This is an optimization exercise on Yosys and OpenROAD, whose aim is small area, a short achievable clock period and few clock cycles, not a production implementation.
At most, simulation tests tie the RTL to the original design; equivalence was not proved.
The RTL of runs 1 and 4 was laid out without a check of its function.
Power figures rest on the tool's default switching activity, not on a simulated workload.

==> design.v <==
module ppe_top (
    input  wire        clk,
    input  wire        rst,
    input  wire        reg_we,
    input  wire [3:0]  reg_waddr,
    input  wire [31:0] reg_wdata,
    input  wire [3:0]  reg_raddr,
    output reg  [31:0] reg_rdata,
    output wire        src_req,
    output wire [32:0] src_addr,
    input  wire        src_ack,
    input  wire [15:0] src_data,
    output wire        dst_we,
    output wire [31:0] dst_addr,
    output wire [31:0] dst_wdata,
    input  wire        dst_ack
);
    localparam [3:0] A_CMD = 4'd0, A_STATUS = 4'd1, A_RESULT = 4'd2, A_ERR_INFO = 4'd3,
                     A_WIDTH = 4'd4, A_HEIGHT = 4'd5, A_STRIDE = 4'd6, A_DST_LEN = 4'd7,
                     A_CFG = 4'd8;
    localparam [3:0] E_NONE = 4'd0, E_UNSUPPORTED = 4'd1, E_GEOMETRY = 4'd2,
                     E_BUFFER = 4'd3, E_ILLEGAL = 4'd4;
    reg [31:0] cmd, width, height, stride, dst_len;
    reg [31:0] rv;           
    reg        done;
    reg [3:0]  err;
    reg        chk;          
    reg        run;          
    wire busy = chk | run;
    wire [31:0] status = {24'd0, err, 2'b00, done, busy};
    wire        ok     = (err == 4'd0);
    always @(*) begin
        case (reg_raddr)
            A_CMD:      reg_rdata = cmd;
            A_STATUS:   reg_rdata = status;
            A_RESULT:   reg_rdata = ok ? rv : 32'd0;
            A_ERR_INFO: reg_rdata = ok ? 32'd0 : rv;
            A_WIDTH:    reg_rdata = width;
            A_HEIGHT:   reg_rdata = height;
            A_STRIDE:   reg_rdata = stride;
            A_DST_LEN:  reg_rdata = dst_len;
            A_CFG:      reg_rdata = 32'd1;    
            default:    reg_rdata = 32'd0;
        endcase
    end
    wire host_wr = reg_we && !busy;
    wire launch  = host_wr && (reg_waddr == A_CMD);
    wire [3:0]  op  = cmd[31:28];
    wire [3:0]  dep = cmd[27:24];
    wire [7:0]  fmt = cmd[7:0];
    wire [15:0] val = cmd[15:0];
    wire [2:0]  f   = fmt[2:0];
    wire fmt_known = (fmt[7:3] == 5'd0) && (f != 3'd0);
    wire f_rgb8 = (f == 3'd1) || (f == 3'd2);
    wire f_yuv8 = (f == 3'd3);
    wire f_r210 = (f == 3'd4);
    wire f_r12  = (f == 3'd6) || (f == 3'd7);
    wire d8     = (f == 3'd1) || (f == 3'd2) || (f == 3'd3);
    wire d10    = (f == 3'd4) || (f == 3'd5);
    function [11:0] clamp;
        input [15:0] s;
        input [3:0]  d;
        begin
            case (d)
                4'd8:    clamp = (s > 16'd255)  ? 12'd255  : s[11:0];
                4'd10:   clamp = (s > 16'd1023) ? 12'd1023 : s[11:0];
                default: clamp = (s > 16'd4095) ? 12'd4095 : s[11:0];
            endcase
        end
    endfunction
    function [31:0] bswap;
        input [31:0] v;
        bswap = {v[7:0], v[15:8], v[23:16], v[31:24]};
    endfunction
    wire [30:0] w = width[30:0];
    wire [30:0] h = height[30:0];
    wire w_bad = width[31]  || (w == 31'd0);
    wire h_bad = height[31] || (h == 31'd0);
    wire [30:0] g2  = {1'b0, w[30:1]} + {30'd0, w[0]};         
    wire [25:0] g64 = {1'b0, w[30:6]} + {25'd0, (w[5:0] != 6'd0)};    
    wire [28:0] g8  = {1'b0, w[30:3]} + {28'd0, (w[2:0] != 3'd0)};    
    wire [8:0] m9a = {3'd0, stride[7:2]} + {3'd0, stride[13:8]} + {3'd0, stride[19:14]}
                   + {3'd0, stride[25:20]} + {3'd0, stride[31:26]};
    wire [6:0] m9b = {4'd0, m9a[8:6]} + {1'b0, m9a[5:0]};
    wire st_mod9 = (m9b == 7'd0) || (m9b == 7'd9) || (m9b == 7'd18) || (m9b == 7'd27) ||
                   (m9b == 7'd36) || (m9b == 7'd45) || (m9b == 7'd54) || (m9b == 7'd63);
    reg [33:0] fs;           
    reg        misalign;     
    always @(*) begin
        if (f_yuv8) begin
            fs       = {1'b0, g2, 2'b00};
            misalign = (stride[1:0] != 2'b00);
        end else if (f_r210) begin
            fs       = {g64, 8'd0};
            misalign = (stride[7:0] != 8'd0);
        end else if (f_r12) begin
            fs       = {g8, 5'd0} + {3'd0, g8, 2'd0};    
            misalign = (stride[1:0] != 2'b00) || !st_mod9;
        end else begin
            fs       = {1'b0, w, 2'b00};
            misalign = (stride[1:0] != 2'b00);
        end
    end
    wire [33:0] diff   = {2'b00, stride} - fs;      
    wire        st_lt  = diff[33];
    wire        fs_ovf = (fs[33:32] != 2'b00);
    wire [31:0] gap    = diff[31:0];
    reg [4:0] mi;            
    reg       ovf;           
    reg [4:0] h_msb;
    integer i;
    always @(*) begin
        h_msb = 5'd0;
        for (i = 0; i < 31; i = i + 1)
            if (h[i]) h_msb = i[4:0];
    end
    wire [4:0]  mi_m1  = mi - 5'd1;
    wire        h_bit  = h[mi_m1];
    wire [33:0] acc_n  = {1'b0, rv, 1'b0} + (h_bit ? {2'b00, stride} : 34'd0);
    wire        ovf_n  = ovf || (acc_n[33:32] != 2'b00);
    wire        m_done = (mi == 5'd0);
    wire [31:0] need   = m_done ? rv : acc_n[31:0];
    wire        need_o = m_done ? ovf : ovf_n;
    wire        too_small = need_o || (need > dst_len);
    reg [32:0] src_idx;      
    reg [31:0] dst_ptr;      
    reg [30:0] xr;           
    reg [1:0]  c;            
    reg [5:0]  q;            
    reg        pad;          
    reg        nr;           
    reg [31:0] S;            
    wire last_px = (xr == 31'd1);
    wire        sat = (src_data[15:12] != 4'd0) ||
                      (!f_r12 && (src_data[11:10] != 2'd0)) ||
                      (d8 && (src_data[9:8] != 2'd0));
    wire [11:0] v   = src_data[11:0] | {12{sat}};
    wire [2:0]  p   = q[2:0];            
    function is_emit12;
        input [4:0] qq;
        case (qq)
            5'd2, 5'd5, 5'd7, 5'd10, 5'd13, 5'd15, 5'd18, 5'd21, 5'd23: is_emit12 = 1'b1;
            default: is_emit12 = 1'b0;
        endcase
    endfunction
    function [4:0] next_emit12;
        input [4:0] qq;
        begin
            if (qq <= 5'd2)       next_emit12 = 5'd2;
            else if (qq <= 5'd5)  next_emit12 = 5'd5;
            else if (qq <= 5'd7)  next_emit12 = 5'd7;
            else if (qq <= 5'd10) next_emit12 = 5'd10;
            else if (qq <= 5'd13) next_emit12 = 5'd13;
            else if (qq <= 5'd15) next_emit12 = 5'd15;
            else if (qq <= 5'd18) next_emit12 = 5'd18;
            else if (qq <= 5'd21) next_emit12 = 5'd21;
            else                  next_emit12 = 5'd23;
        end
    endfunction
    wire pix_end = (f_yuv8 && q[0]) ? 1'b1 : (c == 2'd2);
    reg  emit_r;
    always @(*) begin
        if (f_yuv8)     emit_r = q[0] || ((c == 2'd2) && last_px);
        else if (f_r12) emit_r = is_emit12(q[4:0]);
        else            emit_r = (c == 2'd2);
    end
    wire row_vend = last_px && pix_end;
    reg [31:0] placed, lefto;
    always @(*) begin
        placed = 32'd0;
        lefto  = 32'd0;
        case (f)
            3'd1: case (c)                       
                2'd0:    placed = {8'd0, v[7:0], 16'd0};
                2'd1:    placed = {16'd0, v[7:0], 8'd0};
                default: placed = {24'd0, v[7:0]};
            endcase
            3'd2: case (c)                       
                2'd0:    placed = {24'd0, v[7:0]};
                2'd1:    placed = {16'd0, v[7:0], 8'd0};
                default: placed = {8'd0, v[7:0], 16'd0};
            endcase
            3'd3: if (q[0])                      
                      placed = {v[7:0], 24'd0};
                  else case (c)
                      2'd0:    placed = {16'd0, v[7:0], 8'd0};
                      2'd1:    placed = {24'd0, v[7:0]};
                      default: placed = {8'd0, v[7:0], 16'd0};
                  endcase
            3'd4: case (c)                       
                2'd0:    placed = bswap({2'b00, v[9:0], 20'd0});
                2'd1:    placed = bswap({12'd0, v[9:0], 10'd0});
                default: placed = bswap({22'd0, v[9:0]});
            endcase
            3'd5: case (c)                       
                2'd0:    placed = {12'd0, v[9:0], 10'd0};
                2'd1:    placed = {22'd0, v[9:0]};
                default: placed = {2'b00, v[9:0], 20'd0};
            endcase
            default: begin                       
                case (p)
                    3'd0: placed = {20'd0, v};
                    3'd1: placed = {8'd0, v, 12'd0};
                    3'd2: begin placed = {v[7:0], 24'd0}; lefto = {28'd0, v[11:8]}; end
                    3'd3: placed = {16'd0, v, 4'd0};
                    3'd4: placed = {4'd0, v, 16'd0};
                    3'd5: begin placed = {v[3:0], 28'd0}; lefto = {24'd0, v[11:4]}; end
                    3'd6: placed = {12'd0, v, 8'd0};
                    default: placed = {v, 20'd0};
                endcase
                if (f == 3'd6) begin
                    placed = bswap(placed);
                    lefto  = bswap(lefto);
                end
            end
        endcase
    end
    assign src_req   = run && !pad;
    assign src_addr  = src_idx;
    assign dst_we    = run && (pad || (emit_r && src_ack));
    assign dst_addr  = dst_ptr;
    assign dst_wdata = S | (pad ? 32'd0 : placed) | (f_rgb8 ? 32'hFF00_0000 : 32'd0);
    wire rd_adv  = !pad && src_ack && (!emit_r || dst_ack);
    wire pad_adv = pad && dst_ack;
    task finish;
        input [3:0]  e;
        input [31:0] res;
        begin
            err  <= e;
            rv   <= res;
            done <= 1'b1;
            chk  <= 1'b0;
            run  <= 1'b0;
        end
    endtask
    reg row_done;
    always @(*) begin
        row_done = 1'b0;
        if (rd_adv && row_vend) begin
            if (f_r210)     row_done = (q == 6'd63);
            else if (f_r12) row_done = (q[4:0] == 5'd23);
            else            row_done = 1'b1;
        end else if (pad_adv) begin
            if (f_r210)     row_done = (q == 6'd63);
            else            row_done = (next_emit12(q[4:0]) == 5'd23);
        end
    end
    always @(posedge clk) begin
        if (rst) begin
            cmd      <= 32'd0;
            width    <= 32'd0;
            height   <= 32'd0;
            stride   <= 32'd0;
            dst_len  <= 32'd0;
            rv       <= 32'd0;
            done     <= 1'b0;
            err      <= 4'd0;
            chk      <= 1'b0;
            run      <= 1'b0;
        end else begin
            if (host_wr) begin
                case (reg_waddr)
                    A_CMD:     cmd     <= reg_wdata;
                    A_WIDTH:   width   <= reg_wdata;
                    A_HEIGHT:  height  <= reg_wdata;
                    A_STRIDE:  stride  <= reg_wdata;
                    A_DST_LEN: dst_len <= reg_wdata;
                    default: ;
                endcase
            end
            if (launch) begin
                chk  <= 1'b1;
                done <= 1'b0;
                err  <= 4'd0;
                rv   <= stride;          
                ovf  <= 1'b0;
                mi   <= h_msb;
            end
            if (chk) begin
                if (op == 4'd1) begin
                    if (cmd[23:16] != 8'd0 || !(dep == 4'd8 || dep == 4'd10 || dep == 4'd12))
                        finish(E_ILLEGAL, cmd);
                    else
                        finish(E_NONE, {20'd0, clamp(val, dep)});
                end else if (op == 4'd2 || op == 4'd3) begin
                    if (cmd[27:8] != 20'd0)
                        finish(E_ILLEGAL, cmd);
                    else if (!fmt_known)
                        finish(E_UNSUPPORTED, {24'd0, fmt});
                    else if (w_bad)
                        finish(E_GEOMETRY, 32'd1);
                    else if (op == 4'd3 && h_bad)
                        finish(E_GEOMETRY, 32'd2);
                    else if (fs_ovf)
                        finish(E_GEOMETRY, 32'd3);
                    else if (op == 4'd2)
                        finish(E_NONE, fs[31:0]);
                    else if (st_lt)
                        finish(E_GEOMETRY, 32'd4);
                    else if (misalign)
                        finish(E_GEOMETRY, 32'd5);
                    else if (mi > 5'd1) begin
                        rv  <= acc_n[31:0];
                        ovf <= ovf_n;
                        mi  <= mi_m1;
                    end else if (too_small)
                        finish(E_BUFFER, need_o ? 32'hFFFF_FFFF : need);
                    else begin
                        chk     <= 1'b0;
                        run     <= 1'b1;
                        rv      <= {1'b0, h} - 32'd1;    
                        src_idx <= 33'd0;
                        dst_ptr <= 32'd0;
                        xr      <= w;
                        c       <= 2'd0;
                        q       <= 6'd0;
                        pad     <= 1'b0;
                        nr      <= 1'b0;
                        S       <= 32'd0;
                    end
                end else begin
                    finish(E_ILLEGAL, cmd);
                end
            end
            if (run) begin
                if (rd_adv) begin
                    S       <= emit_r ? lefto : (S | placed);
                    src_idx <= src_idx + ((f_yuv8 && q[0]) ? 33'd3 : 33'd1);
                    if (nr) begin
                        dst_ptr <= dst_ptr + gap;
                        nr      <= 1'b0;
                    end else if (emit_r)
                        dst_ptr <= dst_ptr + 32'd4;
                    c <= pix_end ? 2'd0 : c + 2'd1;
                    if (f_r12)
                        q <= (q[4:0] == 5'd23) ? 6'd0 : q + 6'd1;
                    else if (pix_end)
                        q <= q + 6'd1;
                    if (pix_end)
                        xr <= xr - 31'd1;
                    if (row_vend && !row_done)
                        pad <= 1'b1;
                end
                if (pad_adv) begin
                    S       <= 32'd0;
                    dst_ptr <= dst_ptr + 32'd4;
                    if (f_r210)
                        q <= q + 6'd1;
                    else
                        q <= {1'b0, next_emit12(q[4:0])} + 6'd1;
                end
                if (row_done) begin
                    if (rv == 32'd0)
                        finish(E_NONE, fs[31:0]);
                    else begin
                        rv  <= rv - 32'd1;
                        xr  <= w;
                        c   <= 2'd0;
                        q   <= 6'd0;
                        pad <= 1'b0;
                        nr  <= 1'b1;
                    end
                end
            end
        end
    end
endmodule
==> constraint.sdc <==
create_clock -name core_clock -period 13.0 [get_ports {clk}]
set_input_delay 2.6000 -clock core_clock [delete_from_list [all_inputs] [get_ports {clk}]]
set_output_delay 2.6000 -clock core_clock [all_outputs]
set_load 0.01 [all_outputs]
==> config.mk <==
export PLATFORM = sky130hd
export DESIGN_NAME = ppe_top
export DESIGN_NICKNAME = ppe_top
export VERILOG_FILES = /design/flow/design.v
export SDC_FILE = /design/flow/constraint.sdc
export NUM_CORES = 4
export LEC_CHECK = 0
export CAP_MARGIN = 20
export CORE_MARGIN = 2
export CORE_UTILIZATION = 40
export SLEW_MARGIN = 20
==> run.sh <==
#!/bin/bash
# synth_recipe.tcl (not shown) runs the flow's synth.tcl, then flattens the netlist and writes it again
# the make line also repeats each setting of config.mk as NAME=value (left out here)
make -C /OpenROAD-flow-scripts/flow DESIGN_CONFIG=/design/flow/config.mk WORK_HOME=/design/flow/orfs CLKGATE_MAP_FILE= SYNTH_SCRIPT=/design/flow/synth_recipe.tcl finish
==> flow_metrics.py, run 1 <==
metrics = {
    "clock_tree": {
        "cts_hold_repair.buffers": 0,
        "cts.repair_timing.setup_buffer_count": 0,
        "tritoncts.num_buffers": 46,
        "cts_root_buffer": "clkbuf_16",
        "cts-root-to-sink-buffers": 3,
        "tritoncts": "built",
        "clock_h_tree_levels": 2,
        "cts_sinks": 344,
        "cts.repair.resized": 0,
        "path_clk_slew_ps": 60,
        "worst_skew_pair.late_latency_ps": 640,
    },
    "layout": {
        "final_nets": 5151,
        "layout-drive-gt1-share_pct": 6.84,
        "postLayoutCellArea_um2": 39600,
        "flow.area_growth_from_synthesis_pct": 13.3,
        "finish.utilization_pct": 45.7,
        "layout_commonest_cell": "nand2_1",
        "layout_common_cells": "nand2_1, a21oi_1, nor2_1, o21ai_0, dfxtp_1",
    },
    "status": {
        "status": "complete, no violations",
    },
    "synth": {
        "synth-edff-count": 144,
        "async_set_or_reset_flop_fraction_in_the_synthesized_netlist_pct": 0,
        "syn_inst": 4859,
        "distinct_cell_type_count_after_synthesis": 106,
        "synth_seq_cells": 344,
        "synth_flop_cell": "dfxtp_1",
        "syn_avg_cell_area_um2": 7.20,
        "ys_warn_count": 1,
        "post_synthesis_sequential_area_ratio_pct": 23.8,
        "syn_area_um2": 35000,
        "synth_nets": 5133,
    },
    "worst_setup_path": {
        "cp_data_required_time_ps": 13340,
        "critPathLaunchType": "flip-flop",
        "cp.arrival_ps": 11460,
        "cp-end-kind": "flip-flop",
        "crit_fanout": 23,
        "regToRegSetupSlack_ps": 1880,
        "crit_top_cell": "o21ai_0",
        "worst-setup-path-type": "flip-flop to flip-flop",
        "cpPeakStageDelay_ps": 860,
        "cp_slowest_cell": "and4_1",
    },
    "floorplanning": {
        "io_pins": 192,
        "die_y_um": 300,
        "placeableCoreArea_um2": 86800,
        "fp.dieArea_um2": 89800,
        "floorplan.initialDensity_pct": 40.3,
        "fp.dieW_um": 300,
        "row_count": 108,
    },
    "hold_path": {
        "worstHoldPathType": "flip-flop to flip-flop",
    },
    "power": {
        "vdd_drop_max_v": 0.0000990,
        "design_power_total_w": 0.00338,
        "p_per_area_nw_per_um2": 85.2,
        "power.leakage_nw": 15.0,
    },
    "sta": {
        "drv_slew": 0,
        "rsz0062_at_grt": "false",
        "fin_crit_ps": 11120,
        "final.period_utilization_pct": 85.5,
        "timing.final.setup_violations": 0,
        "timing.clock.skew_ps": 48.0,
        "finalHoldViolations": 0,
        "finalSetupTns_ps": 0,
        "worst_hold_slack_ps": 470,
        "tightest_slew_ps": 1410,
        "clock.fmax_mhz": 90.0,
        "slew_limit_headroom_pct": 4.79,
    },
    "placement": {
        "routabilityCongestion": 1.04,
        "placed_cell_area_um2": 38000,
        "portBuffers": 191,
        "hpwlAfterDp_um": 123000,
    },
    "detailed_routing": {
        "post_detailed_route_count_of_antenna_violating_nets": 0,
        "detailedRoute.firstPassIterationCount": 8,
        "post_drt_via_cell_ratio": 6.54,
        "drc": 0,
        "drt_iter0_markers": 4819,
        "overall_routed_net_length_um": 167000,
        "route.vias.total": 39700,
        "drt-wirelength-per-cell_um": 27.5,
    },
    "global_routing": {
        "grt_start_max_net_pins": 103,
        "global_route.overflow_total": 0,
        "grt_pass1_wl_um": 244000,
        "number_of_global_route_vias_before_repair": 36500,
        "grtUsageTotal_pct": 35.6,
        "antenna_violations_before_repair": 6,
    },
    "job": {
        "maxCapViolations": 0,
    },
}
sequential cells by signal (all words and copies together) (netlist names), 5 cells and up, named ones only:
name and flops:
cmd 32, dst_len 32, height 32, mi 5, rv 32, xr 31
width 32, dst_ptr 32, src_idx 33, q 6, S 32, stride 32
metrics by stage:
stage | setup slack [ps] | cells
6_report | 1880 | 6073
5_1_grt | 1130 | 6069
4_1_cts | 2040 | 6069
3_5_place_dp | 2080 | 5984
3_3_place_gp | 2320 | 5984
2_1_floorplan | 4280 | 4859
path summary, 6_finish.rpt:
kind / endpoint / depth (start not counted) / startpoint
min: width[11] / 2 / width[11]
max reg2reg: xr[27] / 31 / mi[0]
max: xr[27] / 31 / mi[0]
min reg2reg: width[11] / 2 / width[11]
cells in the mapped netlist, types with 31 or more instances:
| cell type | count | share of area [%] |
|---|---|---|
| nor2_1 | 399 | 4.3 |
| a31oi_1 | 63 | 1.1 |
| o21a_1 | 41 | 0.88 |
| a22oi_1 | 74 | 1.6 |
| a211oi_1 | 44 | 0.94 |
| o211ai_1 | 45 | 0.97 |
| xnor2_1 | 140 | 3.5 |
| o31ai_1 | 44 | 0.94 |
| xor2_1 | 110 | 2.8 |
| nor3_1 | 101 | 1.4 |
| a222oi_1 | 33 | 0.94 |
| or2_2 | 31 | 0.55 |
| a21oi_1 | 508 | 7.3 |
| inv_1 | 174 | 1.9 |
| nand3_1 | 152 | 2.2 |
| ha_1 | 190 | 6.8 |
| a21o_1 | 79 | 1.7 |
| nand2_1 | 780 | 8.4 |
| a221oi_1 | 45 | 1.1 |
| and3_1 | 50 | 0.89 |
| clkbuf_1 | 287 | 3.1 |
| nand4_1 | 50 | 0.89 |
| o21ai_0 | 276 | 3.9 |
| o22ai_1 | 106 | 1.9 |
| edfxtp_1 | 144 | 12 |
| nor2b_1 | 40 | 0.72 |
| o21ai_1 | 65 | 0.93 |
| dfxtp_1 | 200 | 11 |
| nor4_1 | 48 | 0.86 |
per-layer routing:
layer  up-vias  global-route usage [%]  wire, um
met5         -                       0        24
li1      17900                       -         -
met1     18800                    45.6     65000
met3       539                    5.64     15900
met4         4                    20.7     11100
met2      2509                    56.8     74700
cell type report:
class                      count  area [um^2]
tap                         1155         1450
fill                        8890        47100
multi-input combinational   3996        24800
inverter                     177          669
sequential                   344         8330
antenna                        4         10.0
clock inverter                27          315
timing repair buffer         312         2820
clock buffer                  58         1270
critical path, delay by kind of cell, from the launching register on:
| family | cells | cell delay [ps] |
|---|---|---|
| AOI/OAI and AO/OA | 14 | 4050 |
| and+or+nand+nor | 6 | 2170 |
| muxes | 3 | 1510 |
| adders and majority gates | 3 | 1170 |
| buffers and inverters | 4 | 950 |
| DFF | 1 | 700 |
| xor gates and xnor gates | 1 | 260 |
cells by family (layout without fill, tap and decap cells):
group,Yosys count,count (layout),share of synthesized area [%]
AND/OR/NAND/NOR,1839,1839,24.3
AO/OA/AOI/OAI,1657,1657,30.4
XOR/XNOR,252,252,6.37
buffers and inverters,519,574,5.72
other,0,4,0
adder cells (fa/ha/maj),213,213,8.11
flip-flops,344,344,23.8
multiplexers,35,35,1.37
power by group:
part           internal, W  switching, W
Combinational     0.000313      0.000490
Sequential         0.00116     0.0000537
Clock             0.000779      0.000578
==> run 2, diff against run 1 <==
--- a/design.v
+++ b/design.v
@@ -78,5 +78,2 @@
     wire h_bad = height[31] || (h == 31'd0);
-    wire [30:0] g2  = {1'b0, w[30:1]} + {30'd0, w[0]};         
-    wire [25:0] g64 = {1'b0, w[30:6]} + {25'd0, (w[5:0] != 6'd0)};    
-    wire [28:0] g8  = {1'b0, w[30:3]} + {28'd0, (w[2:0] != 3'd0)};    
     wire [8:0] m9a = {3'd0, stride[7:2]} + {3'd0, stride[13:8]} + {3'd0, stride[19:14]}
@@ -86,23 +83,20 @@
                    (m9b == 7'd36) || (m9b == 7'd45) || (m9b == 7'd54) || (m9b == 7'd63);
-    reg [33:0] fs;           
-    reg        misalign;     
-    always @(*) begin
-        if (f_yuv8) begin
-            fs       = {1'b0, g2, 2'b00};
-            misalign = (stride[1:0] != 2'b00);
-        end else if (f_r210) begin
-            fs       = {g64, 8'd0};
-            misalign = (stride[7:0] != 8'd0);
-        end else if (f_r12) begin
-            fs       = {g8, 5'd0} + {3'd0, g8, 2'd0};    
-            misalign = (stride[1:0] != 2'b00) || !st_mod9;
-        end else begin
-            fs       = {1'b0, w, 2'b00};
-            misalign = (stride[1:0] != 2'b00);
-        end
-    end
-    wire [33:0] diff   = {2'b00, stride} - fs;      
+    wire nz1 = w[0];
+    wire nz3 = (w[2:0] != 3'd0);
+    wire nz6 = (w[5:0] != 6'd0);
+    wire [33:0] fa_ = f_yuv8 ? {2'd0, w[30:1], 2'b00}
+                    : f_r210 ? {1'b0, w[30:6], 8'd0}
+                    : f_r12  ? {1'b0, w[30:3], 5'd0}
+                    :          {1'b0, w, 2'b00};
+    wire [33:0] fb_ = f_r12 ? {4'd0, w[30:3], 2'b00} : 34'd0;
+    wire [33:0] fc_ = (f_yuv8 && nz1) ? 34'd4
+                    : (f_r210 && nz6) ? 34'd256
+                    : (f_r12 && nz3)  ? 34'd36 : 34'd0;
+    wire [33:0] fs  = fa_ + fb_ + fc_;
+    wire misalign = (stride[1:0] != 2'b00) ||
+                    (f_r210 && (stride[7:2] != 6'd0)) ||
+                    (f_r12 && !st_mod9);
+    wire [33:0] diff   = {2'b00, stride} - fa_ - fb_ - fc_;      
     wire        st_lt  = diff[33];
     wire        fs_ovf = (fs[33:32] != 2'b00);
-    wire [31:0] gap    = diff[31:0];
     reg [4:0] mi;            
@@ -121,5 +115,3 @@
     wire        m_done = (mi == 5'd0);
-    wire [31:0] need   = m_done ? rv : acc_n[31:0];
-    wire        need_o = m_done ? ovf : ovf_n;
-    wire        too_small = need_o || (need > dst_len);
+    wire        too_small = ovf || (rv > dst_len);
     reg [32:0] src_idx;      
@@ -127,2 +119,4 @@
     reg [30:0] xr;           
+    reg        lt_r, mis_r;  
+    reg        chk2;         
     reg [1:0]  c;            
@@ -136,3 +130,2 @@
                       (d8 && (src_data[9:8] != 2'd0));
-    wire [11:0] v   = src_data[11:0] | {12{sat}};
     wire [2:0]  p   = q[2:0];            
@@ -167,52 +160,64 @@
     wire row_vend = last_px && pix_end;
-    reg [31:0] placed, lefto;
-    always @(*) begin
-        placed = 32'd0;
-        lefto  = 32'd0;
-        case (f)
-            3'd1: case (c)                       
-                2'd0:    placed = {8'd0, v[7:0], 16'd0};
-                2'd1:    placed = {16'd0, v[7:0], 8'd0};
-                default: placed = {24'd0, v[7:0]};
-            endcase
-            3'd2: case (c)                       
-                2'd0:    placed = {24'd0, v[7:0]};
-                2'd1:    placed = {16'd0, v[7:0], 8'd0};
-                default: placed = {8'd0, v[7:0], 16'd0};
-            endcase
-            3'd3: if (q[0])                      
-                      placed = {v[7:0], 24'd0};
-                  else case (c)
-                      2'd0:    placed = {16'd0, v[7:0], 8'd0};
-                      2'd1:    placed = {24'd0, v[7:0]};
-                      default: placed = {8'd0, v[7:0], 16'd0};
-                  endcase
-            3'd4: case (c)                       
-                2'd0:    placed = bswap({2'b00, v[9:0], 20'd0});
-                2'd1:    placed = bswap({12'd0, v[9:0], 10'd0});
-                default: placed = bswap({22'd0, v[9:0]});
-            endcase
-            3'd5: case (c)                       
-                2'd0:    placed = {12'd0, v[9:0], 10'd0};
-                2'd1:    placed = {22'd0, v[9:0]};
-                default: placed = {2'b00, v[9:0], 20'd0};
-            endcase
-            default: begin                       
-                case (p)
-                    3'd0: placed = {20'd0, v};
-                    3'd1: placed = {8'd0, v, 12'd0};
-                    3'd2: begin placed = {v[7:0], 24'd0}; lefto = {28'd0, v[11:8]}; end
-                    3'd3: placed = {16'd0, v, 4'd0};
-                    3'd4: placed = {4'd0, v, 16'd0};
-                    3'd5: begin placed = {v[3:0], 28'd0}; lefto = {24'd0, v[11:4]}; end
-                    3'd6: placed = {12'd0, v, 8'd0};
-                    default: placed = {v, 20'd0};
+    function [63:0] place;
+        input [2:0]  ff;
+        input [1:0]  cc;
+        input        odd;        
+        input [2:0]  pp;         
+        input [11:0] v;
+        reg   [31:0] pl, lo;
+        begin
+            pl = 32'd0;
+            lo = 32'd0;
+            case (ff)
+                3'd1: case (cc)                      
+                    2'd0:    pl = {8'd0, v[7:0], 16'd0};
+                    2'd1:    pl = {16'd0, v[7:0], 8'd0};
+                    default: pl = {24'd0, v[7:0]};
+                endcase
+                3'd2: case (cc)                      
+                    2'd0:    pl = {24'd0, v[7:0]};
+                    2'd1:    pl = {16'd0, v[7:0], 8'd0};
+                    default: pl = {8'd0, v[7:0], 16'd0};
                 endcase
-                if (f == 3'd6) begin
-                    placed = bswap(placed);
-                    lefto  = bswap(lefto);
+                3'd3: if (odd)                       
+                          pl = {v[7:0], 24'd0};
+                      else case (cc)
+                          2'd0:    pl = {16'd0, v[7:0], 8'd0};
+                          2'd1:    pl = {24'd0, v[7:0]};
+                          default: pl = {8'd0, v[7:0], 16'd0};
+                      endcase
+                3'd4: case (cc)                      
+                    2'd0:    pl = bswap({2'b00, v[9:0], 20'd0});
+                    2'd1:    pl = bswap({12'd0, v[9:0], 10'd0});
+                    default: pl = bswap({22'd0, v[9:0]});
+                endcase
+                3'd5: case (cc)                      
+                    2'd0:    pl = {12'd0, v[9:0], 10'd0};
+                    2'd1:    pl = {22'd0, v[9:0]};
+                    default: pl = {2'b00, v[9:0], 20'd0};
+                endcase
+                default: begin                       
+                    case (pp)
+                        3'd0: pl = {20'd0, v};
+                        3'd1: pl = {8'd0, v, 12'd0};
+                        3'd2: begin pl = {v[7:0], 24'd0}; lo = {28'd0, v[11:8]}; end
+                        3'd3: pl = {16'd0, v, 4'd0};
+                        3'd4: pl = {4'd0, v, 16'd0};
+                        3'd5: begin pl = {v[3:0], 28'd0}; lo = {24'd0, v[11:4]}; end
+                        3'd6: pl = {12'd0, v, 8'd0};
+                        default: pl = {v, 20'd0};
+                    endcase
+                    if (ff == 3'd6) begin
+                        pl = bswap(pl);
+                        lo = bswap(lo);
+                    end
                 end
-            end
-        endcase
-    end
+            endcase
+            place = {pl, lo};
+        end
+    endfunction
+    wire [63:0] pl_raw  = place(f, c, q[0], p, src_data[11:0]);
+    wire [63:0] pl_ones = place(f, c, q[0], p, 12'hFFF);
+    wire [31:0] placed  = pl_raw[63:32] | (sat ? pl_ones[63:32] : 32'd0);
+    wire [31:0] lefto   = pl_raw[31:0]  | (sat ? pl_ones[31:0]  : 32'd0);
     assign src_req   = run && !pad;
@@ -222,2 +227,5 @@
     assign dst_wdata = S | (pad ? 32'd0 : placed) | (f_rgb8 ? 32'hFF00_0000 : 32'd0);
+    wire [31:0] ptr_next = dst_ptr + (nr ? stride : 32'd4)
+                         - (nr ? fa_[31:0] : 32'd0) - (nr ? fb_[31:0] : 32'd0)
+                         - (nr ? fc_[31:0] : 32'd0);
     wire rd_adv  = !pad && src_ack && (!emit_r || dst_ack);
@@ -277,4 +285,21 @@
                 mi   <= h_msb;
+                chk2 <= 1'b0;
             end
             if (chk) begin
+                src_idx <= 33'd0;
+                dst_ptr <= 32'd0;
+                xr      <= w;
+                lt_r    <= st_lt;
+                mis_r   <= misalign;
+                chk2    <= 1'b1;
+                c       <= 2'd0;
+                q       <= 6'd0;
+                pad     <= 1'b0;
+                nr      <= 1'b0;
+                S       <= 32'd0;
+                if (!m_done) begin
+                    rv  <= acc_n[31:0];
+                    ovf <= ovf_n;
+                    mi  <= mi_m1;
+                end
                 if (op == 4'd1) begin
@@ -297,24 +322,16 @@
                         finish(E_NONE, fs[31:0]);
-                    else if (st_lt)
+                    else if (!chk2)
+                        ;
+                    else if (lt_r)
                         finish(E_GEOMETRY, 32'd4);
-                    else if (misalign)
+                    else if (mis_r)
                         finish(E_GEOMETRY, 32'd5);
-                    else if (mi > 5'd1) begin
-                        rv  <= acc_n[31:0];
-                        ovf <= ovf_n;
-                        mi  <= mi_m1;
-                    end else if (too_small)
-                        finish(E_BUFFER, need_o ? 32'hFFFF_FFFF : need);
+                    else if (!m_done)
+                        ;
+                    else if (too_small)
+                        finish(E_BUFFER, ovf ? 32'hFFFF_FFFF : rv);
                     else begin
-                        chk     <= 1'b0;
-                        run     <= 1'b1;
-                        rv      <= {1'b0, h} - 32'd1;    
-                        src_idx <= 33'd0;
-                        dst_ptr <= 32'd0;
-                        xr      <= w;
-                        c       <= 2'd0;
-                        q       <= 6'd0;
-                        pad     <= 1'b0;
-                        nr      <= 1'b0;
-                        S       <= 32'd0;
+                        chk <= 1'b0;
+                        run <= 1'b1;
+                        rv  <= {1'b0, h};        
                     end
@@ -328,7 +345,5 @@
                     src_idx <= src_idx + ((f_yuv8 && q[0]) ? 33'd3 : 33'd1);
-                    if (nr) begin
-                        dst_ptr <= dst_ptr + gap;
-                        nr      <= 1'b0;
-                    end else if (emit_r)
-                        dst_ptr <= dst_ptr + 32'd4;
+                    if (nr || emit_r)
+                        dst_ptr <= ptr_next;
+                    nr <= 1'b0;
                     c <= pix_end ? 2'd0 : c + 2'd1;
@@ -352,3 +367,3 @@
                 if (row_done) begin
-                    if (rv == 32'd0)
+                    if (rv == 32'd1)
                         finish(E_NONE, fs[31:0]);
==> run 2 against run 1 <==
  * Synthesized cell count up 0.95%
  * Clock skew fell by 11 ps
  * Global-route usage down 1.6 points
  * First-iteration DRC count grew 21%
  * Setup slack improved by 2600 ps
  * Via count down 0.88%
  * Hold slack got worse by 15 ps
  * Register-to-register slack improved by 4000 ps
  * Die area grew 4.5%
  * Final cell count rose by 1.3%
  * Critical path type is now primary input to output port
  * Largest cell class unchanged
==> flow_metrics.py, run 2 <==
metrics = {
    "status": {
        "status": "complete, no violations",
    },
    "sta": {
        "rsz0062_at_grt": "false",
        "tightest_slew_ps": 1270,
        "finalHoldViolations": 0,
        "clock.fmax_mhz": 118,
        "fin_crit_ps": 8480,
        "worst_hold_slack_ps": 455,
        "final.period_utilization_pct": 65.2,
        "timing.final.setup_violations": 0,
        "finalSetupTns_ps": 0,
        "slew_limit_headroom_pct": 14.8,
        "timing.clock.skew_ps": 37.0,
        "drv_slew": 0,
    },
    "layout": {
        "area.sequential_um2": 8430,
        "multi_input_comb_area_um2": 25600,
        "final_nets": 5367,
        "flip_flop_count_of_the_largest_register_after_layout": 33,
        "layout_common_cells": "nand2_1, a21oi_1, inv_1, o21ai_0, nor2_1",
        "flow.area_growth_from_synthesis_pct": 13.2,
        "largest_register_by_flop_count": "src_idx",
        "filler_cell_count": 9144,
        "post_layout_nonfiller_instances": 6149,
        "layout_commonest_cell": "nand2_1",
        "layout-drive-gt1-share_pct": 6.24,
    },
    "placement": {
        "routabilityCongestion": 1.08,
        "portBuffers": 191,
        "post-place-cells": 6063,
        "hpwlAfterDp_um": 121000,
    },
    "power": {
        "vdd_drop_max_v": 0.0000891,
        "power.leakage_nw": 16.9,
        "design_power_total_w": 0.00323,
        "p_per_area_nw_per_um2": 78.0,
    },
    "detailed_routing": {
        "drc": 0,
        "post_detailed_route_count_of_antenna_violating_nets": 0,
        "route.vias.total": 39400,
        "post_drt_via_cell_ratio": 6.41,
        "drt_iter0_markers": 5815,
        "detailedRoute.firstPassIterationCount": 10,
        "overall_routed_net_length_um": 166000,
        "drt-wirelength-per-cell_um": 26.9,
    },
    "synth": {
        "syn_inst": 4905,
        "synth_top_cell_by_area": "edfxtp_1",
        "ys_warn_count": 1,
        "distinct_cell_type_count_after_synthesis": 87,
        "synth_flop_cell": "dfxtp_1",
        "syn_avg_cell_area_um2": 7.46,
        "synthTopCellsByArea": "edfxtp_1, dfxtp_1, ha_1, nand2_1, a21oi_1",
        "synth_nets": 5338,
        "synth_top_area_share_pct": 12.1,
        "post_synthesis_sequential_area_ratio_pct": 23.0,
        "yosys.cell_count.top_type": "nand2_1",
        "synth_seq_cells": 347,
        "async_set_or_reset_flop_fraction_in_the_synthesized_netlist_pct": 0,
        "synth_common_cells": "nand2_1, a21oi_1, inv_1",
        "syn_area_um2": 36600,
        "synth-edff-count": 147,
    },
    "floorplanning": {
        "placeableCoreArea_um2": 90300,
        "die_y_um": 306,
        "fp.dieW_um": 306,
        "floorplan.initialDensity_pct": 40.5,
        "io_pins": 192,
        "row_count": 110,
        "fp.dieArea_um2": 93900,
    },
    "clock_tree": {
        "tritoncts.num_buffers": 45,
        "clock_h_tree_levels": 2,
        "cts.repair_timing.setup_buffer_count": 0,
        "cts-root-to-sink-buffers": 3,
        "tritoncts": "built",
        "cts_root_buffer": "clkbuf_16",
        "path_clk_slew_ps": 60,
        "cts.repair.resized": 0,
        "worst_skew_pair.late_latency_ps": 640,
        "cts_hold_repair.buffers": 0,
        "cts_sinks": 347,
    },
    "hold_path": {
        "worstHoldPathType": "flip-flop to flip-flop",
    },
    "global_routing": {
        "number_of_global_route_vias_before_repair": 36200,
        "antenna_violations_before_repair": 10,
        "grt_pass1_wl_um": 242000,
        "global_route.overflow_total": 0,
        "grt_start_max_net_pins": 96,
        "grtUsageTotal_pct": 34.0,
    },
    "worst_setup_path": {
        "critPathLaunchType": "primary input",
        "worst-setup-path-type": "primary input to output port",
        "regToRegSetupSlack_ps": 5880,
        "crit_fanout": 20,
        "cp_data_required_time_ps": 10400,
        "cp.arrival_ps": 5880,
        "cp-end-kind": "output port",
    },
    "job": {
        "maxCapViolations": 0,
    },
}
-- run 2: changes by cell type after synthesis, sizes merged, moves of 30 or more --
cell / change
o22ai: -67
a22o: +43
mux2i: +48
nor2: -121
xor2: -62
a21oi: -54
inv: +187
nand2: -30
and3: +32
fa: +89
ha: +70
and2: +83
clkbuf: +31
xnor2: -57
-- run 2: final cells by class --
type | count | area share, %
Sequential cell | 347 | 20.3
Inverter | 362 | 3.29
Clock buffer | 60 | 3.13
Clock inverter | 23 | 0.622
Multi-Input combinational cell | 3841 | 61.8
Timing Repair Buffer | 337 | 7.27
Tap cell | 1176 | 3.55
Antenna cell | 3 | 0.0181
-- run 2: report_power, final --
part | internal (W) | total [W] | switching [W]
sequential | 0.00118 | 0.00123 | 0.0000522
combinational | 0.000258 | 0.000662 | 0.000404
clock | 0.000768 | 0.00134 | 0.000573
-- run 2: kinds of logic after synthesis --
logic type	Yosys count	synth area share, %
AOI/OAI and AO/OA	1513	26.7
xor gates and xnor gates	132	3.16
DFF	347	23.0
buffers and inverters	717	7.48
adders and majority gates	373	15.1
muxes	79	2.45
and+or+nand+nor	1744	22.2
-- run 2: path summary, 6_finish.rpt --
kind / end / depth (start not counted) / from
max reg2reg: rv[29] / 22 / mi[0]
max: dst_wdata[19] / 6 / src_data[3]
min: width[28] / 2 / width[28]
min reg2reg: width[28] / 2 / width[28]
-- run 2: worst max-delay path, stage by stage --
cell	delay [ps]
clkdlybuf4s50_1	890
a222oi_1	540
a211oi_1	150
a2111oi_0	900
o21bai_1	240
clkdlybuf4s50_1	540
-- run 2: through the flow --
| stage | utilization, % | worst slack, ps | instance area, um^2 |
|---|---|---|---|
| floorplan | - | 6230 | 36600 |
| global placement | 44.1 | 4630 | 39800 |
| detailed placement | 44.1 | 4610 | 39800 |
| CTS | 45.9 | 4600 | 41400 |
| global route | 45.9 | 4380 | 41400 |
| finish | 45.9 | 4520 | 41400 |
-- run 2: per-layer routing --
metal,part of all wire [%],global-route usage (%),wire length (um)
met5,0.063,0,105
met4,7.2,21.1,11900
met3,11,8.58,17900
met2,43,51.6,71000
met1,39,43.2,64900
Testbench counts of run 2, summed over its fixed seeds: cycles 41,519.
==> run 3, diff against run 2 <==
--- a/design.v
+++ b/design.v
@@ -28,3 +28,4 @@
     reg        run;          
-    wire busy = chk | run;
+    reg        vv;           
+    wire busy = chk | run | vv;
     wire [31:0] status = {24'd0, err, 2'b00, done, busy};
@@ -126,2 +127,10 @@
     reg [31:0] S;            
+    reg [11:0] V;            
+    reg        v_emit;       
+    reg        v_pad;        
+    reg        v_nr;         
+    reg        v_last;       
+    reg [1:0]  v_c;
+    reg        v_odd;
+    reg [2:0]  v_p;
     wire last_px = (xr == 31'd1);
@@ -189,5 +198,5 @@
                 3'd4: case (cc)                      
-                    2'd0:    pl = bswap({2'b00, v[9:0], 20'd0});
-                    2'd1:    pl = bswap({12'd0, v[9:0], 10'd0});
-                    default: pl = bswap({22'd0, v[9:0]});
+                    2'd0:    pl = {2'b00, v[9:0], 20'd0};
+                    2'd1:    pl = {12'd0, v[9:0], 10'd0};
+                    default: pl = {22'd0, v[9:0]};
                 endcase
@@ -209,6 +218,2 @@
                     endcase
-                    if (ff == 3'd6) begin
-                        pl = bswap(pl);
-                        lo = bswap(lo);
-                    end
                 end
@@ -218,16 +223,19 @@
     endfunction
-    wire [63:0] pl_raw  = place(f, c, q[0], p, src_data[11:0]);
-    wire [63:0] pl_ones = place(f, c, q[0], p, 12'hFFF);
-    wire [31:0] placed  = pl_raw[63:32] | (sat ? pl_ones[63:32] : 32'd0);
-    wire [31:0] lefto   = pl_raw[31:0]  | (sat ? pl_ones[31:0]  : 32'd0);
+    wire [63:0] pl      = place(f, v_c, v_odd, v_p, V);
+    wire [31:0] placed  = pl[63:32];
+    wire [31:0] lefto   = pl[31:0];
     assign src_req   = run && !pad;
     assign src_addr  = src_idx;
-    assign dst_we    = run && (pad || (emit_r && src_ack));
+    assign dst_we    = vv && v_emit;
     assign dst_addr  = dst_ptr;
-    assign dst_wdata = S | (pad ? 32'd0 : placed) | (f_rgb8 ? 32'hFF00_0000 : 32'd0);
-    wire [31:0] ptr_next = dst_ptr + (nr ? stride : 32'd4)
-                         - (nr ? fa_[31:0] : 32'd0) - (nr ? fb_[31:0] : 32'd0)
-                         - (nr ? fc_[31:0] : 32'd0);
-    wire rd_adv  = !pad && src_ack && (!emit_r || dst_ack);
-    wire pad_adv = pad && dst_ack;
+    wire [31:0] word  = S | (v_pad ? 32'd0 : placed) | (f_rgb8 ? 32'hFF00_0000 : 32'd0);
+    wire        f_big = f_r210 || (f == 3'd6);
+    assign dst_wdata = f_big ? bswap(word) : word;
+    wire [31:0] ptr_next = dst_ptr + (v_nr ? stride : 32'd4)
+                         - (v_nr ? fa_[31:0] : 32'd0) - (v_nr ? fb_[31:0] : 32'd0)
+                         - (v_nr ? fc_[31:0] : 32'd0);
+    wire v_adv   = vv && !(v_emit && !dst_ack);
+    wire v_free  = !vv || v_adv;
+    wire rd_adv  = run && !pad && src_ack && v_free;
+    wire pad_adv = run && pad && v_free;
     task finish;
@@ -267,2 +275,3 @@
             run      <= 1'b0;
+            vv       <= 1'b0;
         end else begin
@@ -341,8 +350,24 @@
             end
+            if (v_adv) begin
+                S <= v_emit ? (v_pad ? 32'd0 : lefto) : (S | placed);
+                if (v_nr || v_emit)
+                    dst_ptr <= ptr_next;
+                if (v_last)
+                    finish(E_NONE, fs[31:0]);
+            end
+            if (v_free)
+                vv <= rd_adv || pad_adv;
+            if (rd_adv || pad_adv) begin
+                V      <= src_data[11:0] | {12{sat}};
+                v_emit <= pad || emit_r;
+                v_pad  <= pad;
+                v_nr   <= nr;
+                v_last <= row_done && (rv == 32'd1);
+                v_c    <= c;
+                v_odd  <= q[0];
+                v_p    <= p;
+            end
             if (run) begin
                 if (rd_adv) begin
-                    S       <= emit_r ? lefto : (S | placed);
                     src_idx <= src_idx + ((f_yuv8 && q[0]) ? 33'd3 : 33'd1);
-                    if (nr || emit_r)
-                        dst_ptr <= ptr_next;
                     nr <= 1'b0;
@@ -359,4 +384,2 @@
                 if (pad_adv) begin
-                    S       <= 32'd0;
-                    dst_ptr <= dst_ptr + 32'd4;
                     if (f_r210)
@@ -368,3 +391,3 @@
                     if (rv == 32'd1)
-                        finish(E_NONE, fs[31:0]);
+                        run <= 1'b0;
                     else begin
==> flow/run.sh (new file) <==
#!/bin/bash
# The standard layout (standard.sh: the standard synthesis, floorplan, power
# grid, placement, CTS and routing, unchanged) with two settings of the timing
# repair: each port's buffer is a buf_4 rather than the resizer's default pick,
# and repair_timing aims for extra setup slack. The SDC and clock period are
# the standard flow's. ORFS writes each step's full log under orfs/logs; make's own output
# goes to standard.log here.
set -euo pipefail
export BUFFER_PORTS_ARGS="-buffer_cell sky130_fd_sc_hd__buf_4"
export SETUP_SLACK_MARGIN=6.5
bash standard.sh finish > standard.log 2>&1
==> standard.sh (new file) <==
#!/bin/bash
# synth_recipe.tcl (not shown) runs the flow's synth.tcl, then flattens the netlist and writes it again
# the make line also repeats each setting of config.mk as NAME=value (left out here)
make -C /OpenROAD-flow-scripts/flow DESIGN_CONFIG=/design/flow/config.mk WORK_HOME=/design/flow/orfs CLKGATE_MAP_FILE= SYNTH_SCRIPT=/design/flow/synth_recipe.tcl "${@:-finish}"
removed: run.sh
==> run 3 against run 2 <==
  * Still clean
  * Synthesized cell count decreased by 7.3%
  * Via count decreased by 6.7%
  * Design area decreased by 2.7%
  * Sequential power increased by 5%
  * Register-to-register slack improved by 980 ps
  * Die area decreased by 4.4%
  * Synthesized area decreased by 4.4%
  * Global-route usage decreased by 0.44 points
  * Count of clock-buffer cells in the layout increased by 6
  * Critical endpoint is now reg_rdata[10]
  * Largest power group unchanged
==> flow_metrics.py, run 3 <==
metrics = {
    "sta": {
        "slew_limit_headroom_pct": 25.4,
        "fin_crit_ps": 6600,
        "finalSetupTns_ps": 0,
        "timing.final.setup_violations": 0,
        "final.period_utilization_pct": 50.8,
        "drv_slew": 0,
        "tightest_slew_ps": 1110,
        "clock.fmax_mhz": 152,
        "timing.clock.skew_ps": 50.4,
        "finalHoldViolations": 0,
        "rsz0062_at_grt": "true",
    },
    "worst_setup_path": {
        "cp.arrival_ps": 4000,
        "cp-end-kind": "output port",
        "worst-setup-path-type": "primary input to output port",
        "cp_data_required_time_ps": 10400,
        "critPathLaunchType": "primary input",
        "crit_fanout": 6,
    },
    "layout": {
        "layout-drive-gt1-share_pct": 11.8,
        "layout_commonest_cell": "nand2_1",
        "finish.utilization_pct": 46.4,
        "flip_flop_count_of_the_largest_register_after_layout": 33,
        "largest_register_by_flop_count": "src_idx",
        "layout_common_cells": "nand2_1, a21oi_1, inv_1, nor2_1, buf_4",
        "flow.area_growth_from_synthesis_pct": 15.2,
        "final_nets": 5067,
    },
    "clock_tree": {
        "tritoncts": "built",
        "cts_hold_repair.buffers": 0,
        "tritoncts.num_buffers": 49,
        "path_clk_slew_ps": 50,
        "cts-root-to-sink-buffers": 3,
        "clock_h_tree_levels": 2,
        "worst_skew_pair.late_latency_ps": 650,
        "cts_root_buffer": "clkbuf_16",
        "cts_sinks": 369,
    },
    "detailed_routing": {
        "post_detailed_route_count_of_antenna_violating_nets": 0,
        "drt_iter0_markers": 4563,
        "overall_routed_net_length_um": 159000,
        "route.vias.total": 36800,
        "highest-signal-layer": "met5",
        "drt-wirelength-per-cell_um": 27.2,
        "met3_wirelength_um": 17100,
        "detailedRoute.firstPassIterationCount": 9,
        "drc": 0,
        "post_drt_via_cell_ratio": 6.29,
        "dr_wl_met2_um": 68800,
        "detail_route.wirelength.met1_um": 60900,
    },
    "synth": {
        "synth_flop_cell": "dfxtp_1",
        "largest_family_of_logic_cells_by_synthesized_area": "compound AO/OA/AOI/OAI gates",
        "post_synth_mux_area_share_pct": 2.14,
        "synth-compound-area-share_pct": 23.6,
        "async_set_or_reset_flop_fraction_in_the_synthesized_netlist_pct": 0,
        "post_synthesis_xor_xnor_area_fraction_pct": 2.98,
        "synth_seq_cells": 369,
        "yosys.cell_count.top_type": "nand2_1",
        "syn_avg_cell_area_um2": 7.69,
        "synth_nets": 4973,
        "ys_warn_count": 1,
        "syn_inst": 4547,
        "synth_top_cell_by_area": "edfxtp_1",
        "post_synthesis_sequential_area_ratio_pct": 25.9,
        "synthTopCellsByArea": "edfxtp_1, dfxtp_1, ha_1, nand2_1, fa_1",
        "distinct_cell_type_count_after_synthesis": 99,
        "syn_area_um2": 35000,
        "share_of_synthesized_cell_area_in_full_adder_half_adder_and_majority_cells_pct": 15.5,
        "synthSimpleGateAreaFrac_pct": 22.8,
        "synth-edff-count": 168,
        "synth_common_cells": "nand2_1, a21oi_1, inv_1",
        "synth_top_area_share_pct": 14.4,
    },
    "global_routing": {
        "grt_start_max_net_pins": 140,
        "grt_pass1_wl_um": 226000,
        "grtUsageTotal_pct": 33.5,
        "antenna_violations_before_repair": 6,
        "global_route.overflow_total": 0,
        "number_of_global_route_vias_before_repair": 33700,
    },
    "status": {
        "status": "complete, no violations",
    },
    "floorplanning": {
        "die_y_um": 300,
        "row_count": 108,
        "fp.dieArea_um2": 89800,
        "io_pins": 192,
        "fp.dieW_um": 300,
        "placeableCoreArea_um2": 86800,
        "floorplan.initialDensity_pct": 40.3,
    },
    "power": {
        "vdd_drop_max_v": 0.0000938,
        "p_per_area_nw_per_um2": 80.5,
        "power.leakage_nw": 16.8,
    },
    "placement": {
        "routabilityCongestion": 1.00,
        "portBuffers": 191,
        "hpwlAfterDp_um": 113000,
    },
    "hold_path": {
        "worstHoldPathType": "flip-flop to flip-flop",
    },
    "job": {
        "maxCapViolations": 0,
    },
}
==> run 3: cell count changes in the layout (fill, tap and decap cells not counted), moves of 27 or more <==
cell             previous run  this run
o21ai_0                   340       257
and2_1                    109        71
a222oi_1                   59        32
buf_4                     146       284
a22oi_1                    87        58
a22o_1                     48        17
clkdlybuf4s50_1           190         0
==> run 3: power by group <==
group          internal [W]  switching, W
combinational      0.000189      0.000307
clock              0.000845      0.000610
sequential          0.00125     0.0000453
==> run 3: cells by family after synthesis <==
kind of cell,Yosys count
and+or+nand+nor,1713
DFF,369
muxes,61
xor gates and xnor gates,119
buffers and inverters,631
AOI/OAI and AO/OA,1289
adders and majority gates,365
==> run 3: timing repair <==
| action | in CTS | in global routing |
|---|---|---|
| cloned | 2 | 7 |
| setup endpoints to repair | 32 | 64 |
| gates resized for setup | 29 | 65 |
| endpoints found under the hold margin | 0 | 0 |
| pin swaps | 9 | 16 |
| setup buffers | 13 | 18 |
==> run 3: final timing paths <==
kind / start / endpoint / slack [ps] / cells after the start
worst max-delay path: reg_raddr[2] / reg_rdata[10] / 6400 / 8
worst min-delay path: nr / v_nr / 460 / 0
worst max register to register: cmd[1] / dst_ptr[28] / 6860 / 19
worst min register to register: nr / v_nr / 460 / 0
==> run 3: area by class of cell <==
type                    count  area [um^2]
multi-input cells        3548        23700
fillers                  8722        46500
inverters                 337         1270
repair buffers            336         3040
clock inverters            24          224
clock buffers              66         1480
well taps                1155         1450
flip-flops and latches    369         9070
diodes                      6         15.0
==> run 3: critical path: stages <==
cell and delay [ps]:
buf_12 110, buf_6 110, nor4_4 360, clkbuf_16 260, buf_12 160, a222oi_1 80, nand3_2 180, buf_6 130
==> run 3: per-layer routing <==
metal  vias to the layer above  GRT usage, %
li1                      16400             -
met1                     17500          42.5
met2                      2261          52.2
met3                       575          6.93
met4                         4          20.8
met5                         -             0
==> run 3: stage by stage <==
step	hold WS, ps	cell area (um^2)	cells	power, W	setup slack [ps]
finish	459	40300	5841	0.00324	6400
global route	466	40300	5835	0.00334	6380
CTS	457	39600	5808	0.00323	6490
detailed placement	445	37600	5703	0.00177	6050
global placement	440	37500	5703	0.00177	6050
floorplan	424	35000	4547	0.00159	6670
Testbench counts of run 3, summed over its fixed seeds: cycles 41,631.
==> run 4, diff against run 3 <==
--- a/design.v
+++ b/design.v
@@ -54,8 +54,5 @@
     wire fmt_known = (fmt[7:3] == 5'd0) && (f != 3'd0);
-    wire f_rgb8 = (f == 3'd1) || (f == 3'd2);
-    wire f_yuv8 = (f == 3'd3);
-    wire f_r210 = (f == 3'd4);
-    wire f_r12  = (f == 3'd6) || (f == 3'd7);
-    wire d8     = (f == 3'd1) || (f == 3'd2) || (f == 3'd3);
-    wire d10    = (f == 3'd4) || (f == 3'd5);
+    reg f_rgb8, f_yuv8, f_r210, f_r12, f_big;
+    wire [2:0] wf = reg_wdata[2:0];
+    wire d8 = f_rgb8 || f_yuv8;
     function [11:0] clamp;
@@ -79,7 +76,17 @@
     wire h_bad = height[31] || (h == 31'd0);
-    wire [8:0] m9a = {3'd0, stride[7:2]} + {3'd0, stride[13:8]} + {3'd0, stride[19:14]}
-                   + {3'd0, stride[25:20]} + {3'd0, stride[31:26]};
-    wire [6:0] m9b = {4'd0, m9a[8:6]} + {1'b0, m9a[5:0]};
-    wire st_mod9 = (m9b == 7'd0) || (m9b == 7'd9) || (m9b == 7'd18) || (m9b == 7'd27) ||
-                   (m9b == 7'd36) || (m9b == 7'd45) || (m9b == 7'd54) || (m9b == 7'd63);
+    function [11:0] csa63;           
+        input [5:0] a, b, c;
+        reg   [5:0] cy;
+        begin
+            cy    = (a & b) | (a & c) | (b & c);
+            csa63 = {cy[4:0], cy[5], a ^ b ^ c};
+        end
+    endfunction
+    wire [11:0] m1 = csa63(stride[7:2], stride[13:8], stride[19:14]);
+    wire [11:0] m2 = csa63(m1[5:0], m1[11:6], stride[25:20]);
+    wire [11:0] m3 = csa63(m2[5:0], m2[11:6], stride[31:26]);
+    wire [6:0]  m4 = {1'b0, m3[5:0]} + {1'b0, m3[11:6]};
+    wire [5:0]  m5 = m4[5:0] + {5'd0, m4[6]};
+    wire st_mod9 = (m5 == 6'd0) || (m5 == 6'd9) || (m5 == 6'd18) || (m5 == 6'd27) ||
+                   (m5 == 6'd36) || (m5 == 6'd45) || (m5 == 6'd54) || (m5 == 6'd63);
     wire nz1 = w[0];
@@ -99,3 +106,3 @@
                     (f_r12 && !st_mod9);
-    wire [33:0] diff   = {2'b00, stride} - fa_ - fb_ - fc_;      
+    wire [33:0] diff   = {2'b00, stride} - fs;                   
     wire        st_lt  = diff[33];
@@ -103,2 +110,3 @@
     reg [4:0] mi;            
+    reg       m_done;        
     reg       ovf;           
@@ -112,7 +120,11 @@
     wire [4:0]  mi_m1  = mi - 5'd1;
-    wire        h_bit  = h[mi_m1];
-    wire [33:0] acc_n  = {1'b0, rv, 1'b0} + (h_bit ? {2'b00, stride} : 34'd0);
+    wire        h_bit  = h[mi];
+    wire        add1   = m_done || run;
+    wire [33:0] add_a  = add1 ? {2'b00, rv} : {1'b0, rv, 1'b0};
+    wire [33:0] add_b  = run    ? {34{1'b1}}
+                       : m_done ? {2'b11, ~dst_len}
+                       : (h_bit ? {2'b00, stride} : 34'd0);
+    wire [33:0] acc_n  = add_a + add_b;
     wire        ovf_n  = ovf || (acc_n[33:32] != 2'b00);
-    wire        m_done = (mi == 5'd0);
-    wire        too_small = ovf || (rv > dst_len);
+    wire        too_small = ovf || !acc_n[33];
     reg [32:0] src_idx;      
@@ -121,2 +133,3 @@
     reg        lt_r, mis_r;  
+    reg [31:0] gap_r;        
     reg        chk2;         
@@ -231,7 +244,4 @@
     wire [31:0] word  = S | (v_pad ? 32'd0 : placed) | (f_rgb8 ? 32'hFF00_0000 : 32'd0);
-    wire        f_big = f_r210 || (f == 3'd6);
     assign dst_wdata = f_big ? bswap(word) : word;
-    wire [31:0] ptr_next = dst_ptr + (v_nr ? stride : 32'd4)
-                         - (v_nr ? fa_[31:0] : 32'd0) - (v_nr ? fb_[31:0] : 32'd0)
-                         - (v_nr ? fc_[31:0] : 32'd0);
+    wire [31:0] ptr_next = dst_ptr + (v_nr ? gap_r : 32'd4);
     wire v_adv   = vv && !(v_emit && !dst_ack);
@@ -266,2 +276,7 @@
             cmd      <= 32'd0;
+            f_rgb8   <= 1'b0;
+            f_yuv8   <= 1'b0;
+            f_r210   <= 1'b0;
+            f_r12    <= 1'b0;
+            f_big    <= 1'b0;
             width    <= 32'd0;
@@ -288,2 +303,7 @@
             if (launch) begin
+                f_rgb8 <= (wf == 3'd1) || (wf == 3'd2);
+                f_yuv8 <= (wf == 3'd3);
+                f_r210 <= (wf == 3'd4);
+                f_r12  <= (wf == 3'd6) || (wf == 3'd7);
+                f_big  <= (wf == 3'd4) || (wf == 3'd6);    
                 chk  <= 1'b1;
@@ -293,3 +313,4 @@
                 ovf  <= 1'b0;
-                mi   <= h_msb;
+                mi   <= h_msb - 5'd1;
+                m_done <= (h_msb == 5'd0);
                 chk2 <= 1'b0;
@@ -301,2 +322,3 @@
                 lt_r    <= st_lt;
+                gap_r   <= diff[31:0];
                 mis_r   <= misalign;
@@ -312,2 +334,3 @@
                     mi  <= mi_m1;
+                    if (mi == 5'd0) m_done <= 1'b1;
                 end
@@ -393,3 +416,3 @@
                     else begin
-                        rv  <= rv - 32'd1;
+                        rv  <= acc_n[31:0];      
                         xr  <= w;
==> flow/run.sh (replaced) <==
#!/bin/bash
# The standard layout (standard.sh: the standard synthesis, floorplan, power
# grid, placement, CTS and routing, unchanged) with two settings of the timing
# repair: each port's buffer is a buf_2 rather than the resizer's default pick
# (the repair upsizes the ones on critical paths), and repair_timing aims for
# extra setup slack. The SDC and clock period are the standard flow's. ORFS writes each
# step's full log under orfs/logs; make's own output goes to standard.log here.
set -euo pipefail
export BUFFER_PORTS_ARGS="-buffer_cell sky130_fd_sc_hd__buf_2"
export SETUP_SLACK_MARGIN=6.6
bash standard.sh finish > standard.log 2>&1
--- a/config.mk
+++ b/config.mk
@@ -10,2 +10,3 @@
 export CORE_UTILIZATION = 40
+export CTS_BUF_LIST = sky130_fd_sc_hd__clkbuf_4
 export SLEW_MARGIN = 20
==> run 4 against run 3 <==
  * Register-to-register slack got worse by 80 ps
  * Count of clock-buffer cells in the layout rose by 102
  * Setup slack improved by 84 ps
  * Sequential share of layout area rose by 4.7 points
  * Largest cell class unchanged
==> flow_metrics.py, run 4 <==
metrics = {
    "status": {
        "status": "complete, no violations",
    },
    "sta": {
        "rsz0062_at_grt": "true",
        "timing.clock.skew_ps": 88.5,
        "finalSetupTns_ps": 0,
        "timing.final.setup_violations": 0,
        "fin_crit_ps": 6510,
        "finalHoldViolations": 0,
        "clock.fmax_mhz": 154,
        "slew_limit_headroom_pct": 18.0,
        "worst_hold_slack_ps": 459,
        "final.period_utilization_pct": 50.1,
        "drv_slew": 0,
        "postLayoutSetupSlackWorst_ps": 6490,
        "tightest_slew_ps": 1220,
    },
    "power": {
        "design_power_total_w": 0.00315,
        "vdd_drop_max_v": 0.0000667,
        "switching_part_of_the_total_pct": 31.4,
        "seq_power_share_pct": 45.5,
        "pwr-share-comb_pct": 14.3,
        "switchingPower_w": 0.000991,
        "power.leakage_nw": 14.9,
        "clkPwrFrac_pct": 40.2,
        "internal_power_w": 0.00216,
        "p_per_area_nw_per_um2": 84.4,
    },
    "layout": {
        "flow.area_growth_from_synthesis_pct": 13.5,
        "flip_flop_count_of_the_largest_register_after_layout": 33,
        "layout-drive-gt1-share_pct": 15.5,
        "area.sequential_um2": 10200,
        "postLayoutCellArea_um2": 37400,
        "multi_input_comb_area_um2": 21700,
        "filler_cell_count": 8211,
        "layout_commonest_cell": "nand2_1",
        "final_nets": 4570,
        "layout_common_cells": "nand2_1, a21oi_1, nor2_1, o21ai_0",
        "largest_register_by_flop_count": "src_idx",
    },
    "detailed_routing": {
        "route.vias.total": 35000,
        "post_drt_via_cell_ratio": 6.37,
        "detailedRoute.firstPassIterationCount": 8,
        "post_detailed_route_count_of_antenna_violating_nets": 0,
        "drc": 0,
        "drt-wirelength-per-cell_um": 26.3,
        "overall_routed_net_length_um": 145000,
        "drt_iter0_markers": 4095,
    },
    "clock_tree": {
        "path_clk_slew_ps": 70,
        "worst_skew_pair.late_latency_ps": 1030,
        "cts_hold_repair.buffers": 0,
        "tritoncts": "built",
        "cts_sinks": 407,
        "clock_h_tree_levels": 3,
        "cts-root-to-sink-buffers": 3,
        "tritoncts.num_buffers": 120,
        "cts_root_buffer": "clkbuf_4",
    },
    "floorplanning": {
        "fp.dieW_um": 291,
        "floorplan.initialDensity_pct": 40.2,
        "fp.dieArea_um2": 84600,
        "placeableCoreArea_um2": 81800,
        "die_y_um": 291,
        "row_count": 105,
        "io_pins": 192,
    },
    "placement": {
        "routabilityCongestion": 1.06,
        "hpwlAfterDp_um": 100000,
        "post-place-ws_ps": 6190,
        "placed_cell_area_um2": 34900,
        "portBuffers": 191,
    },
    "synth": {
        "post_synth_mux_area_share_pct": 4.79,
        "async_set_or_reset_flop_fraction_in_the_synthesized_netlist_pct": 0,
        "synthTopCellsByArea": "edfxtp_1, dfxtp_1, nand2_1, ha_1, a21oi_1",
        "synth_top_area_share_pct": 18.3,
        "syn_inst": 4151,
        "synth_top_cell_by_area": "edfxtp_1",
        "synth_seq_cells": 407,
        "synth_flop_cell": "dfxtp_1",
        "post_synthesis_xor_xnor_area_fraction_pct": 3.09,
        "synth-compound-area-share_pct": 25.2,
        "synth-edff-count": 201,
        "syn_area_um2": 32900,
        "share_of_synthesized_cell_area_in_full_adder_half_adder_and_majority_cells_pct": 8.00,
        "largest_family_of_logic_cells_by_synthesized_area": "compound AO/OA/AOI/OAI gates",
        "ys_warn_count": 1,
        "syn_avg_cell_area_um2": 7.93,
        "post_synthesis_sequential_area_ratio_pct": 30.9,
        "distinct_cell_type_count_after_synthesis": 104,
        "synth_common_cells": "nand2_1, a21oi_1, nor2_1",
        "yosys.cell_count.top_type": "nand2_1",
        "synthSimpleGateAreaFrac_pct": 23.5,
        "synth_nets": 4407,
    },
    "worst_setup_path": {
        "cp_data_required_time_ps": 10400,
        "crit_fanout": 8,
        "critPathLaunchType": "primary input",
        "cp-end-kind": "output port",
        "cp.arrival_ps": 3910,
        "worstReg2RegStart": "width[0]",
        "timing.critical_path.from": "reg_raddr[0]",
        "worst-setup-path-type": "primary input to output port",
    },
    "global_routing": {
        "grt_pass1_wl_um": 209000,
        "global_route.overflow_total": 0,
        "grtUsageTotal_pct": 32.3,
        "grt_start_max_net_pins": 89,
        "number_of_global_route_vias_before_repair": 32200,
        "antenna_violations_before_repair": 12,
    },
    "hold_path": {
        "worst_hold_startpoint": "nr",
        "worstHoldPathType": "flip-flop to flip-flop",
    },
    "job": {
        "maxCapViolations": 0,
    },
}
==> run 4: cell type report <==
| type | count | area share, % |
|---|---|---|
| multi-input cells | 3354 | 57.9 |
| diodes | 7 | 0.0469 |
| flip-flops and latches | 407 | 27.2 |
| repair buffers | 305 | 5.83 |
| clock inverters | 59 | 0.750 |
| well taps | 1070 | 3.58 |
| inverters | 126 | 1.27 |
| clock buffers | 168 | 3.37 |
==> run 4: final timing paths <==
check                               endpoint  slack (ps)  cells after the start
worst max register to register          lt_r        6780                     21
worst min register to register          v_nr         460                      0
worst min-delay path                    v_nr         460                      0
worst max-delay path            reg_rdata[9]        6490                      9
==> run 4: cell families after synthesis <==
family | count (synthesis)
AOI/OAI and AO/OA | 1253
xor gates and xnor gates | 116
adders and majority gates | 195
buffers and inverters | 390
DFF | 407
muxes | 143
and+or+nand+nor | 1647
==> run 4: layer usage <==
metal	vias up	global-route usage, %	routed length, um
li1	15800	-	-
met2	2096	48.8	62200
met5	-	0	42
met1	16600	40.8	56200
met3	534	8.31	15800
met4	6	21.5	10400
==> run 4: critical path: stages <==
cell	delay (ps)
buf_12	120
xnor2_4	120
nor4b_4	240
buf_6	170
buf_12	140
clkbuf_16	190
nand2_2	70
nand4_1	90
buf_2	140
==> run 4: what timing repair did <==
action	in CTS	in global routing
gates resized for setup	51	59
endpoints found under the hold margin	0	0
pin swaps	7	42
gates cloned	4	5
endpoints found under the setup margin	54	74
setup buffers	9	11
==> run 4: power groups by stage <==
| stage | logic (W) | clock network, W | registers (W) |
|---|---|---|---|
| floorplan | 0.000286 | 0 | 0.00144 |
| global placement | 0.000417 | 0 | 0.00146 |
| detailed placement | 0.000418 | 0 | 0.00146 |
| CTS | 0.000429 | 0.00129 | 0.00143 |
| global route | 0.000483 | 0.00135 | 0.00144 |
| finish | 0.000450 | 0.00127 | 0.00144 |
==> run 4: stage by stage <==
step           std cells  util (%)
6_report            5496      45.7
3_5_place_dp        5233      42.7
3_3_place_gp        5233      42.7
5_1_grt             5494      45.7
2_1_floorplan       4151         -
4_1_cts             5473      45.1

-- port drivers added, routing unchanged --
How much do the figures lean on ideal ports? The routed layouts below were timed once more, with nothing changed but the port constraints. Step 1: set_driving_cell puts a clkbuf_16 on clk and a buf_2 on each other input, an assumption about the parent block. Step 2 also shifts input and output timing later by t, the mid clock arrival at the registers, as if the neighbouring blocks saw the same clock. Three values: ideal, step 1, step 2; two values: the first two.
run	t, ns	setup WS [ns]	hold slack, ns	worst setup path at the end
run 1	0.678	1.885 / 1.885 / 1.885	0.470 / 0.470 / 0.470	register to register
run 2	0.686	4.524 / 4.500 / 4.500	0.455 / 0.455 / 0.455	input to output
run 3	0.697	6.402 / 6.352 / 6.352	0.459 / 0.459 / 0.459	input to output
run 4	1.056	6.486 / 6.423 / 6.423	0.459 / 0.459 / 0.459	input to output
After both steps every run listed still meets setup and hold. The setup slack of run 4, which loses most, moves by -0.063 ns with the drivers and by -0.063 ns with both steps.
